This design comes from an exercise in tuning for small area, a short achievable clock period and few clock cycles per item on the open sky130 flow, not from production work.
The RTL was checked by simulation tests, not by an equivalence proof against the original design.
No activity file was given, so power comes from the tool's default toggle rates.

==> flow/design.v <==
module adf4350_plan (
    input  wire        clk,
    input  wire        rst,           
    input  wire        in_valid,
    output wire        in_ready,
    input  wire [31:0] in_f,          
    input  wire [15:0] in_ref,        
    output wire        out_valid,
    input  wire        out_ready,
    output wire [2:0]  out_div,
    output wire [22:0] out_int,
    output wire [22:0] out_frac,
    output wire [22:0] out_mod
);
    reg        busy;
    reg        done;
    reg [3:0]  cnt;         
    reg [2:0]  div_r;
    reg [23:0] q_r;         
    reg        c_r;         
    reg [2:0]  r5;
    reg [22:0] rem;         
    reg [20:0] mod_q;       
    wire accept = in_valid & in_ready;
    assign in_ready  = ~busy & (~done | out_ready);
    assign out_valid = done;
    reg [2:0] div_sel;
    always @(*) begin
        if      (in_f < 32'd68750)   div_sel = 3'd6;
        else if (in_f < 32'd137500)  div_sel = 3'd5;
        else if (in_f < 32'd275000)  div_sel = 3'd4;
        else if (in_f < 32'd550000)  div_sel = 3'd3;
        else if (in_f < 32'd1100000) div_sel = 3'd2;
        else if (in_f < 32'd2200000) div_sel = 3'd1;
        else                         div_sel = 3'd0;
    end
    wire [5:0]  top_d5 = in_f[31:24] / 3'd5;
    wire [2:0]  top_r5 = in_f[31:24] % 3'd5;
    wire [23:0] f_sh   = div_sel[0] ? {in_f[22:0], 1'b0} : in_f[23:0];
    wire [20:0] mod25  = ({5'd0, in_ref} << 4) + ({5'd0, in_ref} << 3) + {5'd0, in_ref};
    wire        zero_in = (cnt < {2'b00, div_r[2:1]});
    wire        n1 = q_r[23] & ~zero_in;
    wire        n2 = q_r[22] & ~zero_in;
    wire [3:0]  t1  = {r5, n1};                  
    wire        c1  = (t1 >= 4'd5);
    wire [2:0]  r51 = c1 ? (t1 - 4'd5) : t1[2:0];
    wire [23:0] rs1 = {rem, c_r};
    wire [24:0] tr1 = {1'b0, rs1} - {2'b00, mod_q, 2'b00};
    wire        ge1 = ~tr1[24];
    wire [22:0] rm1 = ge1 ? tr1[22:0] : rs1[22:0];
    wire [3:0]  t2  = {r51, n2};
    wire        c2  = (t2 >= 4'd5);
    wire [2:0]  r52 = c2 ? (t2 - 4'd5) : t2[2:0];
    wire [23:0] rs2 = {rm1, c1};
    wire [24:0] tr2 = {1'b0, rs2} - {2'b00, mod_q, 2'b00};
    wire        ge2 = ~tr2[24];
    wire [22:0] rm2 = ge2 ? tr2[22:0] : rs2[22:0];
    assign out_div  = div_r;
    assign out_int  = q_r[22:0];
    assign out_frac = rem + {22'd0, c_r};
    assign out_mod  = {mod_q, 2'b00};
    always @(posedge clk) begin
        if (rst) begin
            busy <= 1'b0;
            done <= 1'b0;
        end else if (accept) begin
            busy <= 1'b1;
            done <= 1'b0;
        end else if (busy) begin
            if (cnt == 4'd0) begin
                busy <= 1'b0;
                done <= 1'b1;
            end
        end else if (out_ready) begin
            done <= 1'b0;
        end
        if (accept) begin
            div_r <= div_sel;
            cnt   <= 4'd11 + {2'b00, div_sel[2:1]};
            q_r   <= f_sh;
            c_r   <= top_d5[0];
            r5    <= top_r5;
            rem   <= {18'd0, top_d5[5:1]};
            mod_q <= mod25;
        end else if (busy) begin
            cnt <= cnt - 4'd1;
            q_r <= {q_r[21:0], ge1, ge2};
            c_r <= c2;
            r5  <= r52;
            rem <= rm2;
        end
    end
endmodule
Settings: LEC_CHECK=0, ABC_CLOCK_PERIOD_IN_PS=3400, CAP_MARGIN=20, CORE_MARGIN=2, CORE_UTILIZATION=40, SETUP_SLACK_MARGIN=3.6, SLEW_MARGIN=20; clock period 7.0 ns.
run.sh (not shown) runs the stock make flow with config.mk's settings and CLKGATE_MAP_FILE= SYNTH_SCRIPT=/design/flow/synth_recipe.tcl, a recipe that flattens the netlist after the stock synthesis.
Testbench counts at the start, summed over its fixed seeds: cycles 21,748, items 1,600.
Rerun with:
==> flow/flow/run.sh (new file) <==
#!/bin/bash
set -euo pipefail
export BUFFER_PORTS_ARGS="-buffer_cell sky130_fd_sc_hd__buf_2"
bash standard.sh > orfs_make.log 2>&1
==> flow/standard.sh (new file) <==
#!/bin/bash
# synth_recipe.tcl (not shown) runs the flow's synth.tcl, then flattens the netlist and writes it again
# the make line also repeats each setting of config.mk as NAME=value (left out here)
make -C /OpenROAD-flow-scripts/flow DESIGN_CONFIG=/design/flow/config.mk WORK_HOME=/design/flow/orfs CLKGATE_MAP_FILE= SYNTH_SCRIPT=/design/flow/synth_recipe.tcl "${@:-finish}"
- ABC_CLOCK_PERIOD_IN_PS: 3400 -> 4500
- SETUP_SLACK_MARGIN: 3.6 -> 2.0
removed: flow/run.sh
=> Clock power grows by 7.5%; non-clock buffer count goes down by 68; sequential share of layout area rises by 3.4 points; power goes down by 7.5%; combinational power came out lower by 11%; utilization goes down by 8.3 points.
Rerun with:
==> flow/flow/run.sh (replaced) <==
#!/bin/bash
set -euo pipefail
export BUFFER_PORTS_ARGS="-buffer_cell sky130_fd_sc_hd__buf_1"
bash standard.sh > orfs_make.log 2>&1
- ABC_AREA: unset -> 1
- ABC_CLOCK_PERIOD_IN_PS: 4500 -> unset
- CORE_UTILIZATION: 40 -> 60
- SETUP_SLACK_MARGIN: 2.0 -> 2.2
- TNS_END_PERCENT: unset -> 10
Result: Synthesized area barely changes. Worst setup slack gains 510 ps. Core utilization came out higher by 22 points. First-iteration DRC count rises by 26%. Routed wire length is lower by 7.9%. Count of clock-buffer cells in the layout is unchanged. Flip-flop and latch count stays the same. Worst hold slack gets better by 3.6 ps.
Rerun with:
- CORE_UTILIZATION: 60 -> 55
- SETUP_SLACK_MARGIN: 2.2 -> 2.0
- TNS_END_PERCENT: 10 -> unset
Non-clock buffer count does not change; sequential power hardly moves; setup slack gets worse by 220 ps; first-iteration DRC count shrinks by 18%; synthesized area does not change.
Rerun with:
- CORE_UTILIZATION: 55 -> 60
- SETUP_SLACK_MARGIN: 2.0 -> 2.7
Clock skew barely changes. Total power is higher by 22%. First-iteration DRC count is higher by about 60%. Via count is higher by 12%. Worst hold slack improved by 7.6 ps. Combinational power is higher by 29%. Count of clock-buffer cells in the layout is lower by 2. Setup slack improved by 130 ps. Non-clock buffer count is higher by 67.

## afterwards: timing with drivers on the ports
The flow's constraints put no driver on any port. The routed layouts listed below were extracted and timed again, unchanged, in two steps. Step 1: set_driving_cell puts a clkbuf_16 on clk and a buf_2 on each other input, an assumption about the parent block. Step 2 adds t to the input delays and takes it off the output delays; t is the mean of the earliest and latest rising clock arrival at the registers after step 1. Input paths then give back, and output paths get back, about the clock's delay inside the block. Slacks: ideal / step 1 / step 2; pairs: ideal / step 1.
| run | t (ns) | setup slack, ns | worst hold slack (ns) | worst setup path after step 2 | worst slew at a driven data input, ns |
|---|---|---|---|---|---|
| the first run | 0.387 | 1.984 / 1.984 / 1.984 | 0.542 / 0.542 / 0.542 | register to register | 0.06 |
| the second run | 0.392 | 1.898 / 1.898 / 1.898 | 0.529 / 0.529 / 0.529 | register to register | 0.05 |
| the third run | 0.390 | 2.403 / 2.403 / 2.089 | 0.532 / 0.532 / 0.532 | input to register | 0.05 |
| the fourth run | 0.383 | 2.180 / 2.180 / 2.098 | 0.527 / 0.527 / 0.527 | input to register | 0.04 |
| the fifth run | 0.386 | 2.315 / 2.315 / 2.315 | 0.535 / 0.535 / 0.535 | register to register | 0.05 |
After both steps setup and hold are still met in every run listed. The setup slack of the third run, which loses most, moves by 0.000 ns with the drivers and by -0.314 ns with both steps.
